What follows belongs to an exercise in optimizing a design on an open flow for small area, a short achievable clock period and few clock cycles; a production flow would make more cautious choices. RTL that was checked went through simulation tests only; none was proved equivalent to the original. Power and IR drop assume default switching activity.

==> run a: inputs <==
==> flow/design.v (excerpt) <==
module modbus_frame_engine (
    input  wire        clk,
    input  wire        rst,
    input  wire        cmd_we,
    input  wire [31:0] cmd,
    input  wire [2:0]  arg_we,
    input  wire [31:0] arg0,
    input  wire [31:0] arg1,
    input  wire [31:0] arg2,
    output wire [31:0] result,
    output wire [31:0] status
);
clock: 10.0 ns
lec_check: 0
cap_margin: 20
core_margin: 2
core_utilization: 55
place_density: 0.65
setup_slack_margin: 5
slew_margin: 20
run.sh (not shown) runs the stock make flow with config.mk's settings and CLKGATE_MAP_FILE= SYNTH_SCRIPT=/design/flow/synth_recipe.tcl, a recipe that flattens the netlist after the stock synthesis.
==> inputs of run b, as changes to run a <==
==> flow/flow/run.sh (new file) <==
#!/bin/bash
set -euo pipefail
bash standard.sh SETUP_SLACK_MARGIN=7 MATCH_CELL_FOOTPRINT=0 \
    "BUFFER_PORTS_ARGS=-buffer_cell sky130_fd_sc_hd__buf_4" finish > layout.log 2>&1
==> flow/standard.sh (new file) <==
#!/bin/bash
# synth_recipe.tcl (not shown) runs the flow's synth.tcl, then flattens the netlist and writes it again
# the make line also repeats each setting of config.mk as NAME=value (left out here)
make -C /OpenROAD-flow-scripts/flow DESIGN_CONFIG=/design/flow/config.mk WORK_HOME=/design/flow/orfs CLKGATE_MAP_FILE= SYNTH_SCRIPT=/design/flow/synth_recipe.tcl "${@:-finish}"
removed: flow/run.sh
==> run_results.csv <==
group,metric,value,unit
routing,drtIter0Drc,9234,
critical_path,worst-path-buf-inv,1,
cells_and_area,multi_input_area,20100,um2
cells_and_area,drive_gt1_frac,0.101,
cells_and_area,num-multi-input-gates,2884,
grt,grt_pass1_vias,53400,
place,place_congestion,0.950,
place,hpwl,173000,um
routing,vias_per_cell,7.19,
critical_path,arrival,5.77,ns
sta,max_freq,0.197,GHz
place,post_dp_cell_area,89900,um2
clocking,postCtsSetupRepairBufs,2,
cells_and_area,fin_nets,5781,
sta,rsz0062_at_grt,"no",
power,switching_share,0.202,
status,status,"timing/DRC/antenna clean",
power,internal_power,14.5,mW
(the above is from run a)
==> run_results.csv <==
group,metric,value,unit
status,status,"timing/DRC/antenna clean",
logic_synthesis,synth_compound_area_frac,0.138,
logic_synthesis,avgSynthCellArea,15.7,um2
power,switching_share,0.207,
place,post_dp_cell_area,90100,um2
power,internal_power,14.4,mW
sta,max_freq,0.253,GHz
grt,grt_pass1_vias,56700,
logic_synthesis,ys_top_cells_by_area,"edfxtp_1 71%, dfxtp_1 3.9%, a221oi_1 3.9%, a22o_1 3.7%, a22oi_1 2.8%",
clocking,postCtsSetupRepairBufs,343,
routing,wl_met3,50700,um
routing,vias_per_cell,7.37,
routing,drtIter0Drc,10700,
cells_and_area,num-multi-input-gates,2886,
critical_path,worst-path-buf-inv,7,
cells_and_area,drive_gt1_frac,0.302,
place,hpwl,171000,um
cells_and_area,multi_input_area,25400,um2
(the above is from run b)
Testbench counts of run a, summed over its fixed seeds: cycles 65,908.
Testbench counts of run b, summed over its fixed seeds: cycles 65,908.

* * *

==> violet: inputs <==
modbus_frame_engine, a different RTL version from the one above (not shown whole).
clock: 10.0 ns
lec_check: 0
cap_margin: 20
core_margin: 2
core_utilization: 65
cts_buf_list: sky130_fd_sc_hd__clkbuf_4 sky130_fd_sc_hd__clkbuf_8
cts_cluster_diameter: 50
cts_cluster_size: 14
place_density: 0.75
setup_slack_margin: 5
slew_margin: 20
tns_end_percent: 0
standard.sh (not shown) runs the stock make flow with config.mk's settings and CLKGATE_MAP_FILE= SYNTH_SCRIPT=/design/flow/synth_recipe.tcl, a recipe that flattens the netlist after the stock synthesis.
==> flow/flow/run.sh <==
#!/bin/bash
set -euo pipefail
bash standard.sh SETUP_SLACK_MARGIN=7 MATCH_CELL_FOOTPRINT=0 \
    "BUFFER_PORTS_ARGS=-buffer_cell sky130_fd_sc_hd__buf_2" finish > layout.log 2>&1
==> garnet: changes against violet <==
==> flow/flow/run.sh (replaced) <==
#!/bin/bash
set -euo pipefail
bash standard.sh SETUP_SLACK_MARGIN=7 TNS_END_PERCENT=10 MATCH_CELL_FOOTPRINT=0 \
    "BUFFER_PORTS_ARGS=-buffer_cell sky130_fd_sc_hd__buf_2" finish > layout.log 2>&1
CTS_CLUSTER_DIAMETER = not set   (was 50)
CTS_CLUSTER_SIZE = not set   (was 14)
TNS_END_PERCENT = not set   (was 0)
==> zinc: changes against violet <==
--- a/flow/design.v
+++ b/flow/design.v
@@ -149,13 +149,13 @@
         p_e   = p_q;
         crc_e = crc_q;
         if (pw1_q || pw2_q) begin
             if (pa_zero || {1'b0, pa_q} == p_q) begin
                 p_e   = {1'b0, pa_q} + (pw2_q ? 9'd2 : 9'd1);
                 crc_e = pw2_q ? crc_two : crc_one;
-            end else begin
+            end else if ({1'b0, pa_q} < p_q) begin
                 p_e   = 9'd0;
                 crc_e = 16'hFFFF;
             end
         end
     end
     wire crc_zero = (crc_e == 16'd0);
==> flow/flow/run.sh (replaced) <==
#!/bin/bash
set -euo pipefail
bash standard.sh SETUP_SLACK_MARGIN=7 TNS_END_PERCENT=10 MATCH_CELL_FOOTPRINT=0 \
    "BUFFER_PORTS_ARGS=-buffer_cell sky130_fd_sc_hd__buf_2" finish > layout.log 2>&1
CTS_CLUSTER_DIAMETER = not set   (was 50)
CTS_CLUSTER_SIZE = not set   (was 14)
TNS_END_PERCENT = not set   (was 0)
==> summary of the runs <==
- The highest final cell count belongs to zinc, the lowest to violet.
- Core utilization, lowest first: violet, zinc, garnet.
- Fmax: zinc > garnet > violet.
- Between zinc and garnet, the lower worst setup slack is in garnet (gap 0.14 ns).
- In garnet the clock-buffer cell count is higher than in zinc, by 5.
- Sequential cell count is the same in zinc and violet.
- Clock skew, lowest first: violet, garnet, zinc.
- Power: garnet > zinc > violet.
==> figures <==
| metric | garnet | zinc | violet |
|---|---|---|---|
| Inverter count | 36 | 37 | 36 |
| Global-route wire length before repair | 410 mm | 425 mm | 393 mm |
| Number of setup buffers added after CTS | 100 | 118 | 53 |
| Clock buffers created by TritonCTS | 350 | 350 | 188 |
| Pwr Total | 17.7 mW | 17.6 mW | 15.1 mW |
| Internal power | 14.1 mW | 14.0 mW | 12.1 mW |
| HPWL after detailed placement | 167 mm | 174 mm | 164 mm |
| Logic depth of the worst path, buffers included | 16 | 11 | 11 |
| Proportion of netlist area held by the largest area contributor | 0.713 | 0.712 | 0.713 |
| Peak clock frequency supported by timing | 247 MHz | 256 MHz | 243 MHz |
| Via/cell ratio | 7.61 | 7.57 | 7.62 |
| Status | timing/DRC/antenna clean | timing/DRC/antenna clean | timing/DRC/antenna clean |
| Final standard cell utilization of the core | 0.770 | 0.768 | 0.712 |
| Total number of vias | 61.0k | 60.8k | 57.2k |
| Clock Power Share | 0.424 | 0.420 | 0.328 |
| Destination of the worst register-to-register timing path | result_q[8] | pd0_q[1] | result_q[2] |
| Register share of the cell area | 0.642 | 0.643 | 0.694 |
Testbench counts of violet, summed over its fixed seeds: cycles 65,908.
Testbench counts of garnet, summed over its fixed seeds: cycles 65,908.
For zinc, only the layout was checked, not whether the RTL still works.

-- what the ideal ports hide --
How much do the figures lean on ideal ports? The routed layouts below were timed once more, with nothing changed but the port constraints. Step 1, drivers: a clkbuf_16 drives clk and a buf_2 each remaining input, both assumed. Step 2 times the ports against the registers' clock, not the clock port: input delays grow and output delays shrink by t, the midpoint of the rising clock arrivals with the driver on. Three values: ideal, step 1, step 2; two values: the first two.
| run | t, ns | slack for setup (ns) | worst register clock-pin slew, ns | cell pins on the clock port's net |
|---|---|---|---|---|
| run a | 0.930 | 4.918 / 4.918 / 4.285 | 0.07 / 0.07 | 1 |
| run b | 0.951 | 6.055 / 5.971 / 5.020 | 0.07 / 0.07 | 1 |
| violet | 1.042 | 5.878 / 5.878 / 4.927 | 0.10 / 0.10 | 1 |
| garnet | 1.119 | 5.948 / 5.948 / 4.849 | 0.08 / 0.08 | 1 |
| zinc | 1.095 | 6.091 / 6.091 / 5.029 | 0.07 / 0.07 | 1 |
After both steps every run listed still meets setup and hold. The setup slack of garnet, which loses most, moves by 0.000 ns with the drivers and by -1.099 ns with both steps.
